Context: an optimization exercise on an open-source flow, tuned for small area, a short achievable clock period and few clock cycles. The choices shown serve that exercise and are no tape-out recipe. Only the layout flow was run in this run; the RTL was not checked for function there. No activity file was given, so power comes from the tool's default toggle rates.

## design/flow/config.mk

```make
export PLATFORM = sky130hd
export DESIGN_NAME = ccpd_parser
export DESIGN_NICKNAME = ccpd_parser
export VERILOG_FILES = /design/flow/design.v
export SDC_FILE = /design/flow/constraint.sdc
export NUM_CORES = 4
export LEC_CHECK = 0
export CAP_MARGIN = 20
export CORE_MARGIN = 2
export CORE_UTILIZATION = 40
export PLACE_DENSITY = 0.6
export SLEW_MARGIN = 20
```

## design/flow/constraint.sdc

```tcl
create_clock -name core_clock -period 5.0 [get_ports {clk}]
set_input_delay 1.0000 -clock core_clock [delete_from_list [all_inputs] [get_ports {clk}]]
set_output_delay 1.0000 -clock core_clock [all_outputs]
set_load 0.01 [all_outputs]
```

## design/flow/design.v

```verilog
module ccpd_parser (
    input  wire        clk,
    input  wire        rst,
    input  wire        in_valid,
    output wire        in_ready,
    input  wire [31:0] in_data,
    input  wire [2:0]  in_nbytes,
    input  wire        in_last,
    output wire        hdr_valid,
    input  wire        hdr_ready,
    output reg  [4:0]  hdr_type,
    output reg  [2:0]  hdr_bank,
    output reg  [15:0] hdr_len,
    output reg  [2:0]  hdr_variant,
    output reg         hdr_listed,
    output wire        pl_valid,
    input  wire        pl_ready,
    output reg  [31:0] pl_data,
    output wire [2:0]  pl_nbytes,
    output wire        pl_last,
    output wire        done_valid,
    output wire        done_ok,
    output wire [31:0] done_pos,
    output wire [31:0] done_count
);
    localparam [2:0] V_GENERIC = 3'd0,
                     V_TILES   = 3'd1,
                     V_SPRITES = 3'd2,
                     V_PALETTE = 3'd3,
                     V_MAP     = 3'd4,
                     V_FLAGS   = 3'd5,
                     V_CODE    = 3'd6;
    reg        ib_full;
    reg [31:0] ib_data;
    reg [2:0]  ib_n;
    reg        ib_last;
    reg [23:0] prev;
    wire [7:0] b0 = ib_data[7:0];
    wire [7:0] b1 = ib_data[15:8];
    wire [7:0] b2 = ib_data[23:16];
    wire [7:0] b3 = ib_data[31:24];
    wire [7:0] p1 = prev[7:0];
    wire [7:0] p2 = prev[15:8];
    wire [7:0] p3 = prev[23:16];
    reg [16:0] d;              
    reg        d_zero;         
    reg        d_big;          
    reg [1:0]  pk;             
    reg [29:0] bc;             
    reg [31:0] fpos;           
    reg [31:0] count;          
    reg        hs;             
    reg        pend;           
    reg [1:0]  pend_sel;       
    reg [1:0]  pend_n;         
    reg        pend_last;
    reg        fin;            
    reg        fin_ok;
    wire [2:0] n = ib_last ? (ib_n[2] ? 3'd4 : ib_n) : 3'd4;
    wire d_neg = d[16];
    wire d_le0 = d_neg || d_zero;
    reg  hc;
    always @(*) begin
        case (n)
            3'd4:    hc = d_le0;
            3'd3:    hc = d_neg;
            3'd2:    hc = d_neg && (d[1:0] != 2'b11);
            3'd1:    hc = d_neg && (d[1:0] == 2'b01);
            default: hc = 1'b0;
        endcase
    end
    wire [2:0] u = {d[1:0] == 2'b00, d[1:0]};
    reg  [7:0] hb;
    always @(*) begin
        case (d[1:0])
            2'b00:   {hdr_len, hb} = {b2, b1, b0};
            2'b11:   {hdr_len, hb} = {b1, b0, p3};
            2'b10:   {hdr_len, hb} = {b0, p3, p2};
            default: {hdr_len, hb} = {p3, p2, p1};
        endcase
        hdr_type = hb[4:0];
        hdr_bank = hb[7:5];
    end
    wire [15:0] len = hdr_len;
    always @(*) begin
        case (hb[4:0])
            5'd1:  {hdr_listed, hdr_variant} = {1'b1, V_TILES};
            5'd2:  {hdr_listed, hdr_variant} = {1'b1, V_SPRITES};
            5'd3:  {hdr_listed, hdr_variant} = {1'b1, V_GENERIC};
            5'd4:  {hdr_listed, hdr_variant} = {1'b1, V_MAP};
            5'd5:  {hdr_listed, hdr_variant} = {1'b1, V_CODE};
            5'd6:  {hdr_listed, hdr_variant} = {1'b1, V_FLAGS};
            5'd9:  {hdr_listed, hdr_variant} = {1'b1, V_GENERIC};
            5'd10: {hdr_listed, hdr_variant} = {1'b1, V_GENERIC};
            5'd12: {hdr_listed, hdr_variant} = {1'b1, V_PALETTE};
            5'd13: {hdr_listed, hdr_variant} = {1'b1, V_GENERIC};
            5'd14: {hdr_listed, hdr_variant} = {1'b1, V_GENERIC};
            5'd15: {hdr_listed, hdr_variant} = {1'b1, V_GENERIC};
            5'd16: {hdr_listed, hdr_variant} = {1'b1, V_GENERIC};
            5'd17: {hdr_listed, hdr_variant} = {1'b1, V_GENERIC};
            5'd18: {hdr_listed, hdr_variant} = {1'b1, V_GENERIC};
            5'd19: {hdr_listed, hdr_variant} = {1'b1, V_GENERIC};
            default: {hdr_listed, hdr_variant} = {1'b0, V_GENERIC};
        endcase
    end
    wire       cont  = !d_le0;
    wire [2:0] cc    = d_big ? n : ((d[2:0] < n) ? d[2:0] : n);
    wire       c_end = !d_big && (d[2:0] <= n);
    wire [2:0] c_tot = {1'b0, pk} + cc;
    wire       c_full = c_tot[2];                  
    wire [1:0] c_rem  = c_tot[1:0];                
    wire       direct = cont && (c_tot != 3'd0);
    wire [2:0] dir_n  = c_full ? 3'd4 : c_tot;
    wire       dir_last = c_end && !(c_full && (c_rem != 2'd0));
    wire       c_def  = cont && c_full && (c_rem != 2'd0) && (c_end || ib_last);
    wire [2:0] h_av    = (n > u) ? (n - u) : 3'd0;
    wire       len_lt8 = (len[15:3] == 13'd0);
    wire       h_end   = len_lt8 && (len[2:0] <= h_av);
    wire [2:0] h_cnt   = h_end ? len[2:0] : h_av;
    wire       h_def   = hc && (h_cnt != 3'd0) && (h_end || ib_last);
    wire [1:0] sel = pend ? pend_sel : (2'd0 - pk);    
    always @(*) begin
        case (sel)
            2'd1:    pl_data = {b0, p3, p2, p1};
            2'd2:    pl_data = {b1, b0, p3, p2};
            2'd3:    pl_data = {b2, b1, b0, p3};
            default: pl_data = {b3, b2, b1, b0};
        endcase
    end
    assign pl_nbytes = pend ? {1'b0, pend_n} : dir_n;
    assign pl_last   = pend ? pend_last : dir_last;
    wire act = ib_full && !fin;
    assign hdr_valid = act && hc && !hs;
    assign pl_valid  = pend || (act && direct);
    wire retire = act && (!hc || hs || hdr_ready)
                      && (pend ? (pl_ready && !direct) : (!direct || pl_ready));
    assign in_ready = (!ib_full || retire) && (!pend || pl_ready);
    assign done_valid = fin && (!pend || pl_ready);
    assign done_ok    = fin_ok;
    assign done_pos   = fpos;
    assign done_count = count;
    wire [16:0] dn = hc ? (d + {1'b0, len}) : (d - 17'd4);
    wire [3:0]  hb_end = {1'b0, u} + {1'b0, len[2:0]};
    wire        comp = (cont && c_end) || (hc && h_end);
    wire [2:0]  b    = hc ? hb_end[2:0] : d[2:0];
    wire        ok   = (cont && !d_big && (d[2:0] == n))
                    || (hc && len_lt8 && (hb_end == {1'b0, n}))
                    || (d_zero && (n == 3'd0));
    wire [29:0] bc1      = bc + 30'd1;
    wire [31:0] count1   = count + 32'd1;
    wire [31:0] fpos_new = b[2] ? {bc1, 2'b00} : {bc, b[1:0]};
    wire [1:0]  pk_nx    = comp ? 2'd0 : hc ? (2'd0 - d[1:0]) : pk;
    always @(posedge clk) begin
        if (rst) begin
            ib_full <= 1'b0;
            hs      <= 1'b0;
            pend    <= 1'b0;
            fin     <= 1'b0;
            fin_ok  <= 1'b0;
            d       <= 17'd0;
            d_zero  <= 1'b1;
            d_big   <= 1'b0;
            pk      <= 2'd0;
            bc      <= 30'd0;
            fpos    <= 32'd0;
            count   <= 32'd0;
        end else begin
            if (pl_valid && pl_ready && pend) pend <= 1'b0;
            if (act && !retire && hdr_valid && hdr_ready) hs <= 1'b1;
            if (done_valid) begin
                fin   <= 1'b0;
                fpos  <= 32'd0;
                count <= 32'd0;
            end
            if (retire) begin
                hs   <= 1'b0;
                prev <= ib_data[31:8];
                if (c_def || h_def) begin
                    pend      <= 1'b1;
                    pend_sel  <= c_def ? (2'd0 - pk) : d[1:0];
                    pend_n    <= c_def ? c_rem : h_cnt[1:0];
                    pend_last <= c_def ? c_end : h_end;
                end
                if (comp) begin
                    fpos  <= fpos_new;
                    count <= count1;
                end
                if (ib_last) begin
                    fin    <= 1'b1;
                    fin_ok <= ok;
                    d      <= 17'd0;
                    d_zero <= 1'b1;
                    d_big  <= 1'b0;
                    pk     <= 2'd0;
                    bc     <= 30'd0;
                end else begin
                    d      <= dn;
                    d_zero <= (dn == 17'd0);
                    d_big  <= !dn[16] && ((dn[15:3] != 13'd0) || (dn[2] && (dn[1:0] != 2'd0)));
                    pk     <= pk_nx;
                    bc     <= bc1;
                end
            end
            if (in_ready) begin
                ib_full <= in_valid;
                if (in_valid) begin
                    ib_data <= in_data;
                    ib_n    <= in_nbytes;
                    ib_last <= in_last;
                end
            end
        end
    end
endmodule
```

## design/flow/run.sh

```bash
#!/bin/bash
# synth_recipe.tcl (not shown) runs the flow's synth.tcl, then flattens the netlist and writes it again
# the make line also repeats each setting of config.mk as NAME=value (left out here)
make -C /OpenROAD-flow-scripts/flow DESIGN_CONFIG=/design/flow/config.mk WORK_HOME=/design/flow/orfs CLKGATE_MAP_FILE= SYNTH_SCRIPT=/design/flow/synth_recipe.tcl finish
```

==> impl_summary.txt <==
----------------------------------------------------
[Setup path]
  Cell with the largest stage delay on the worst path ... sky130_fd_sc_hd__fa_2
  List of cells traversed by the critical path ... nand2b_1 -> inv_2 -> nand2_1 -> ha_1 -> nor2b_1 -> o21ai_1 -> nand2_1 -> buf_4 -> buf_4 -> a31oi_1 -> fa_2 -> nor2b_2 -> a311oi_1 -> or2_4 -> a21oi_1 -> clkbuf_2
  CP endpoint kind ... primary output
  Required time at the endpoint of the critical path ... 4.00 ns
  Reg-to-reg setup timing slack ... 0.39 ns
  End of the critical path ... in_ready
  Category of the critical setup timing path ... flip-flop to primary output
  Count of cells along the worst register-to-register path ... 20
  Crit path launch ... ib_n[2]
  CP Launch Type ... flip-flop
  Data arrival at the endpoint of the critical path ... about 3.8 ns
  CP max FO ... 6
  Critical path's largest stage delay ... 0.48 ns
  Reg2reg end ... count[20]
  Reg2Reg Launch Point ... d[1]

[CTS]
  Number of CTS-inserted buffers ... 17
  H-tree depth reported by CTS ... 4
  Sink Count ... 185
  CTS Buffer Depth ... 2
  TritonCTS clock tree ... yes
  Post-cts hold buffer count ... 0
  Clock-pin slew of the registers on the worst-case setup and hold paths ... 0.08 ns
  Worst-skew pair later-pin latency ... approximately 0.46 ns
  Root Buffer ... sky130_fd_sc_hd__clkbuf_16

[Logic synthesis]
  Netlist area before placement ... ~11000 um2
  Number of synthesized flops with an enable pin ... 65
  Dominant cell type by area after synthesis ... sky130_fd_sc_hd__dfxtp_1
  Async set-or-reset flop fraction in the synthesized netlist ... 0%
  Commonest cells post-synth ... 143 x sky130_fd_sc_hd__nand2_1, 120 x sky130_fd_sc_hd__dfxtp_1, 116 x sky130_fd_sc_hd__nor2_1, 116 x sky130_fd_sc_hd__o21ai_0, 91 x sky130_fd_sc_hd__a21oi_1
  Commonest register cell after synthesis ... sky130_fd_sc_hd__dfxtp_1
  Total of flip-flops plus latches after synthesis ... 185
  Top cells by area in the synthesized netlist ... sky130_fd_sc_hd__dfxtp_1 22%, sky130_fd_sc_hd__edfxtp_1 18%, sky130_fd_sc_hd__mux4_2 6.6%
  Count of mapped cells out of synthesis ... between 1000 and 1500
  Number of warnings reported in the yosys synthesis log ... 1
  Synth unique cells ... 77
  Most frequent cell after synthesis ... sky130_fd_sc_hd__nand2_1
  Area share of the largest cell type after synthesis ... 21.9%
  Net count after synthesis ... 1314
  Average instance area after synthesis ... 8.92 um2
  Proportion of synthesized chip area in sequential cells ... 39.7%

[Place]
  Estimated wirelength of the detail-placed design ... 23000 um
  Port Buffers ... 173
  Weighted congestion reported at the end of routability-driven placement ... 0.868
  Post-place setup slack ... roughly 0.070 ns
  Cell area after placement ... 13200 um2

[Power]
  Switching share of total power ... a little under a third
  Power density over cell area ... 277 nW/um2
  Internal power component ... ~2.6 mW
  Leakage power total ... approximately 5.2 nW
  Share of total power in sequential cells ... approximately 42%
  Switching component of the power ... ~1.2 mW
  Clock power share ... 38.6%
  Logic pwr share ... 19.1%
  Peak VDD IR ... 0.200 mV

[Floorplan]
  DIE WIDTH ... about 170 um
  Starting Density ... 40.7%
  Die Outline Area ... 28800 um2
  Top-level port count ... 174
  Core box area ... 27000 um2
  Vertical extent of the die ... ~170 um
  Std cell rows ... 60

[Hold path]
  Hold WC Path Type ... flip-flop to flip-flop
  Start point of the worst hold path ... ib_data[28]
  Worst hold stages ... 0

[STA]
  Worst slew margin relative to its limit ... 40.8%
  Maximum clock rate ... 0.211 GHz
  Max-slew violation count ... 0
  Fin crit period ... 4.75 ns
  Worst Tran Pin Value ... 0.869 ns
  Clock tree skew after final layout ... 0.0262 ns
  Final setup violation count ... 0
  Final-layout setup total negative slack ... 0 ns
  Period utilization ... 94.9%
  RSZ-0062 raised after global routing ... no
  Total count of hold-check failures in the final report ... 0
  Final worst-path setup slack ... between 0.2 and 0.3 ns

[Detailed routing]
  First-pass iteration count of the detailed router ... 8
  Final wirelength ... around 32000 um
  Via count ... around 10000
  Post-route ant nets ... 0
  Post-detailed-route via-to-cell ratio ... 5.75
  Number of DRC violations after detailed routing ... 0
  Iteration-0 DRC Markers ... approximately 1100
  Per-cell routed wire length ... 18.1 um

[Layout]
  Sequential standard cell area ... 4350 um2
  Net total in the final layout ... 1484
  Area taken by multi-input logic gates ... 6260 um2
  Non-Filler Cell Area, Final ... 13900 um2
  Fraction of final layout cells sized beyond drive strength 1 ... 9.90%
  Synthesis-to-layout area growth ... 27.0%
  Final core occ ... 51.7%
  Fill cell total of the finished layout ... 2517

[GRT]
  Overflow left after global routing ... 0
  Total routing resource utilization after global routing ... 22.2%
  Number of antenna violations at the first check in global routing ... 1
  Vias in the first global route ... 9389
  First-pass GRT wire length ... 51200 um
  Pin count of the biggest net entering global routing ... 47

[Job]
  Max-cap violations ... 0

[Status]
  Outcome ... no timing/DRC/antenna violations

----------------------------------------------------
## critical path, delay by kind of cell, from the launching register on
kind	cells	cell delay, ns
adder cells (fa/ha/maj)	2	0.78
flip-flops	1	0.35
buffers and inverters	4	0.50
AO/OA/AOI/OAI	4	0.81
AND/OR/NAND/NOR	6	0.89
## layout make-up
type / instances / area share (%)
Multi-Input combinational cell: 941 / 44.9
Sequential cell: 185 / 31.2
Timing Repair Buffer: 222 / 15.1
Tap cell: 341 / 3.06
Clock buffer: 17 / 3.05
Clock inverter: 15 / 1.70
Inverter: 34 / 0.915
Antenna cell: 2 / 0.0359
## state kept, by name, indices dropped and copies added, names as in the netlist, 2 cells and up
| register | count |
|---|---|
| d | 17 |
| fpos | 32 |
| ib_data | 32 |
| pend_sel | 2 |
| ib_n | 3 |
| pk | 2 |
| pend_n | 2 |
| bc | 30 |
| prev | 24 |
| count | 32 |
## cells in the final DEF (no fill, tap or decap), types with 5 or more instances in the layout
cell type,netlist,routed
sky130_fd_sc_hd__a21o_1,5,5
sky130_fd_sc_hd__a21oi_1,91,90
sky130_fd_sc_hd__a222oi_1,19,19
sky130_fd_sc_hd__a22o_1,9,9
sky130_fd_sc_hd__a22oi_1,7,7
sky130_fd_sc_hd__a31oi_1,34,34
sky130_fd_sc_hd__and2_1,14,13
sky130_fd_sc_hd__and3_1,30,30
sky130_fd_sc_hd__buf_4,1,48
sky130_fd_sc_hd__clkbuf_16,0,17
sky130_fd_sc_hd__clkdlybuf4s50_1,0,168
sky130_fd_sc_hd__dfxtp_1,120,120
sky130_fd_sc_hd__edfxtp_1,65,65
sky130_fd_sc_hd__ha_1,40,40
sky130_fd_sc_hd__inv_1,32,31
sky130_fd_sc_hd__inv_12,0,5
sky130_fd_sc_hd__mux2i_1,8,7
sky130_fd_sc_hd__mux4_2,32,32
sky130_fd_sc_hd__nand2_1,143,142
sky130_fd_sc_hd__nand2b_1,11,11
sky130_fd_sc_hd__nand3_1,63,63
sky130_fd_sc_hd__nand4_1,15,15
sky130_fd_sc_hd__nor2_1,116,116
sky130_fd_sc_hd__nor2b_1,13,12
sky130_fd_sc_hd__nor3_1,15,15
sky130_fd_sc_hd__nor4_1,9,8
sky130_fd_sc_hd__o21ai_0,116,113
sky130_fd_sc_hd__o21ai_1,2,5
sky130_fd_sc_hd__o22ai_1,5,5
sky130_fd_sc_hd__o31ai_1,7,7
sky130_fd_sc_hd__xnor2_1,35,35
sky130_fd_sc_hd__xor2_1,29,29
## routing by layer
metal | vias up | track usage (%) | share of wire, %
met5 | - | 0 | 0
met4 | 0 | 5.54 | 1.7
met3 | 31 | 3.33 | 5.1
met2 | 303 | 36.4 | 47
met1 | 4849 | 30.9 | 46
li1 | 4911 | - | -
## power by group through the flow
stage | registers, mW | clock network (mW) | logic (mW)
4_1_cts | 1.63 | 1.53 | 0.739
6_report | 1.63 | 1.49 | 0.739
3_3_place_gp | 1.66 | 0 | 0.727
2_1_floorplan | 1.65 | 0 | 0.451
5_1_grt | 1.64 | 1.58 | 0.818
3_5_place_dp | 1.67 | 0 | 0.732
## per-stage QoR
stage | total power [mW] | std cells | hold WS (ns)
2_1_floorplan | 2.10 | 1231 | 0.421
3_3_place_gp | 2.39 | 1721 | 0.427
3_5_place_dp | 2.40 | 1721 | 0.429
4_1_cts | 3.90 | 1755 | 0.449
5_1_grt | 4.04 | 1756 | 0.459
6_report | 3.86 | 1757 | 0.446
## cell families after synthesis
logic type	Yosys count	synth area share (%)
xor gates and xnor gates	64	5.10
and+or+nand+nor	454	19.7
adders and majority gates	42	4.92
buffers and inverters	105	3.83
AOI/OAI and AO/OA	336	18.9
DFF	185	39.7
muxes	45	7.83
## repair_timing
item | 4_1_cts | 5_1_grt
gates resized for setup | 6 | 13
buffers inserted | 2 | 0
pin swaps | 1 | 2
endpoints found under the setup margin | 6 | 18
## worst min path at each step
stage,to,slack [ns]
2_1_floorplan,prev[17],0.42
3_3_place_gp,prev[19],0.43
3_5_place_dp,prev[20],0.43
4_1_cts,prev[20],0.45
5_1_grt,prev[20],0.46
6_report,prev[20],0.45

## re-timing with driven ports
No port has a modelled driver above. Below, the same layout with a new extraction and two added sets of constraints.
Step 1 (the two cells are an assumption about what drives the block):
set clk [get_ports {clk}]
set_driving_cell -lib_cell sky130_fd_sc_hd__clkbuf_16 $clk
set_driving_cell -lib_cell sky130_fd_sc_hd__buf_2 [delete_from_list [all_inputs] $clk]
Step 2 also shifts input and output timing later by t, the mid clock arrival at the registers, as if the neighbouring blocks saw the same clock.
Three values: ideal, step 1, step 2; two values: the first two.
t (ns): 0.491
slack for setup (ns): 0.254 / 0.204 / 0.387
latest minus earliest clock arrival (ns): 0.027 / 0.027
worst data-port slew with drivers (ns): 0.09
After both steps this run still meets setup and hold. The setup slack of this run moves by -0.050 ns with the drivers and by +0.133 ns with both steps.
